Source: an optimization exercise on an open RTL-to-GDS flow (aim: small area, a short achievable clock period and few clock cycles per item). Production flows keep margins and buffers that such runs may drop.
Function was checked by simulation only, so behaviour that the tests miss may differ from the original.
Power figures rest on the tool's default switching activity, not on a simulated workload.

== build 8 ==
==> flow/design.v (excerpt) <==
module qip_qnt (
    input  wire        clk,
    input  wire        rst,           
    input  wire        in_valid,
    output reg         in_ready,
    input  wire [2:0]  in_op,
    input  wire [23:0] in_data,
    input  wire        in_mix,        
    input  wire [6:0]  in_draw,       
    output reg         out_valid,
    input  wire        out_ready,
    output reg  [7:0]  out_byte,
    output wire [11:0] out_slot,
    output reg         out_last       
);
    localparam [2:0] OP_START    = 3'd0;
    localparam [2:0] OP_TRKBEGIN = 3'd1;
    localparam [2:0] OP_TRKEND   = 3'd2;
    localparam [2:0] OP_PUSHP    = 3'd3;
    localparam [2:0] OP_PUSHG    = 3'd4;
    localparam [2:0] OP_PUSHS    = 3'd5;
    localparam [2:0] OP_PAD      = 3'd6;
    localparam [2:0] OP_PUSHB    = 3'd7;
    reg [4:0] rphase;    
    reg [2:0] sphase;    
    wire accept   = in_valid && in_ready;
    wire in_push  = in_op[2] | (in_op[1] & in_op[0]);
    reg [2:0] s1_op;     
    reg [7:0] s1_r, s1_g, s1_b;
    reg [6:0] s1_t;
    wire [6:0] t_ord = {rphase, 2'b00} + {2'b00, rphase} + {4'b0000, sphase};
    wire       in_g  = (in_op == OP_PUSHG);
    always @(posedge clk) begin
        s1_r <= in_g ? in_data[7:0] : in_data[23:16];
        s1_g <= in_g ? in_data[7:0] : in_data[15:8];
        s1_b <= in_data[7:0];
        s1_t <= in_mix ? in_draw : t_ord;
        if (rst) begin
            s1_op  <= OP_TRKBEGIN;
            rphase <= 5'd0;
            sphase <= 3'd0;
        end else begin
            s1_op <= accept ? in_op : OP_TRKBEGIN;
            if (accept) begin
                case (in_op)
                    OP_START: begin
                        rphase <= 5'd0;
                        sphase <= 3'd0;
                    end
                    OP_TRKBEGIN: sphase <= 3'd0;
                    OP_TRKEND:   rphase <= (rphase == 5'd16) ? 5'd0 : rphase + 5'd1;
                    OP_PUSHP, OP_PUSHG: sphase <= (sphase == 3'd4) ? 3'd0 : sphase + 3'd1;
                    default: ;
                endcase
            end
        end
    end
    wire       t_big = s1_t[6] & (s1_t[5] | (s1_t[4] & (s1_t[3] | s1_t[2])));    
  ...
Size: about 800 cells after synthesis, ~88 flip-flops.
make LEC_CHECK=0 ABC_AREA=1 CAP_MARGIN=20 CORE_MARGIN=2 CORE_UTILIZATION=60 CTS_BUF_LIST=sky130_fd_sc_hd__clkbuf_8 SETUP_SLACK_MARGIN=5 SLEW_MARGIN=20 SYNTH_HIERARCHICAL=1 SYNTH_MINIMUM_KEEP_SIZE=0 finish   # period 20.0 ns
run.sh (not shown) runs the stock make flow with config.mk's settings and CLKGATE_MAP_FILE= SYNTH_SCRIPT=/design/flow/synth_recipe.tcl, a recipe that flattens the netlist after the stock synthesis.
Testbench counts of build 8, summed over its fixed seeds: cycles 32,016, items 31,428.
Changes in trial 24 relative to build 8:
Settings: SETUP_SLACK_MARGIN: 5 -> unset.
==> flow/flow/run.sh (new file) <==
#!/bin/bash
# Layout flow: the standard flow (standard.sh, unchanged synthesis), with
# the smallest buffers on the ports and timing repair aimed at a setup slack of
# 14.9 ns on the design's 20 ns clock (the SDC is the design's, unchanged).
# make's full output goes to flow_make.log here; ORFS keeps each step's own
# log under orfs/logs/.
set -euo pipefail
bash standard.sh \
  "BUFFER_PORTS_ARGS=-buffer_cell sky130_fd_sc_hd__buf_1" \
  SETUP_SLACK_MARGIN=14.9 \
  finish > flow_make.log 2>&1
==> flow/standard.sh (new file) <==
#!/bin/bash
# synth_recipe.tcl (not shown) runs the flow's synth.tcl, then flattens the netlist and writes it again
# the make line also repeats each setting of config.mk as NAME=value (left out here)
make -C /OpenROAD-flow-scripts/flow DESIGN_CONFIG=/design/flow/config.mk WORK_HOME=/design/flow/orfs CLKGATE_MAP_FILE= SYNTH_SCRIPT=/design/flow/synth_recipe.tcl "${@:-finish}"
removed: flow/run.sh
Results
Across trial 24 and build 8, none had a timing, DRC or antenna violation.
| met3 global-route usage | build 8 vs trial 24 | ≈ equal |
Trial 24 vs build 8 — achievable clock frequency climbed by a little under 10%
Build 8 -> trial 24: wire length decreased by a few percent
Trial 24: final worst-path setup slack 470 ps above build 8
Summary of the comparison: relative contribution of the clock network to total power is lower in trial 24, relative to build 8.
In the tables for trial 24 and build 8, amount of wire on met2 after detailed routing reads lower with trial 24.
Compared with build 8, trial 24 shows a lower weighted congestion reported at the end of routability-driven placement.
Trial 24 against build 8: cell depth of the worst flop-to-flop path down 5, iteration count of the initial detailed-routing pass down 2, number of standard cells in the final layout excluding fillers flat.

afterwards: timing with drivers on the ports:
In the flow no input, the clock included, has a driving cell. The finished layouts below were timed again as built, in two steps.
Step 1: set_driving_cell puts a clkbuf_16 on clk and a buf_2 on each other input, an assumption about the parent block.
Step 2, shift: input delay + t, output delay - t, t = (earliest + latest rising clock arrival at the registers) / 2. This alone moves slack from input paths to output paths.
a / b / c = no drivers / after step 1 / after step 2; a / b = the first two.
run	shift t [ns]	setup WS [ns]	slew at the worst register clock pin (ns)	worst slew at a driven data input, ns	pins driven straight from the clock port
build 8	0.397	14.504 / 14.501 / 14.104	0.10 / 0.10	0.05	1
trial 24	0.398	14.974 / 14.937 / 14.637	0.10 / 0.10	0.04	1
After both steps setup and hold are still met in every run listed. The setup slack of build 8, which loses most, moves by -0.003 ns with the drivers and by -0.400 ns with both steps.
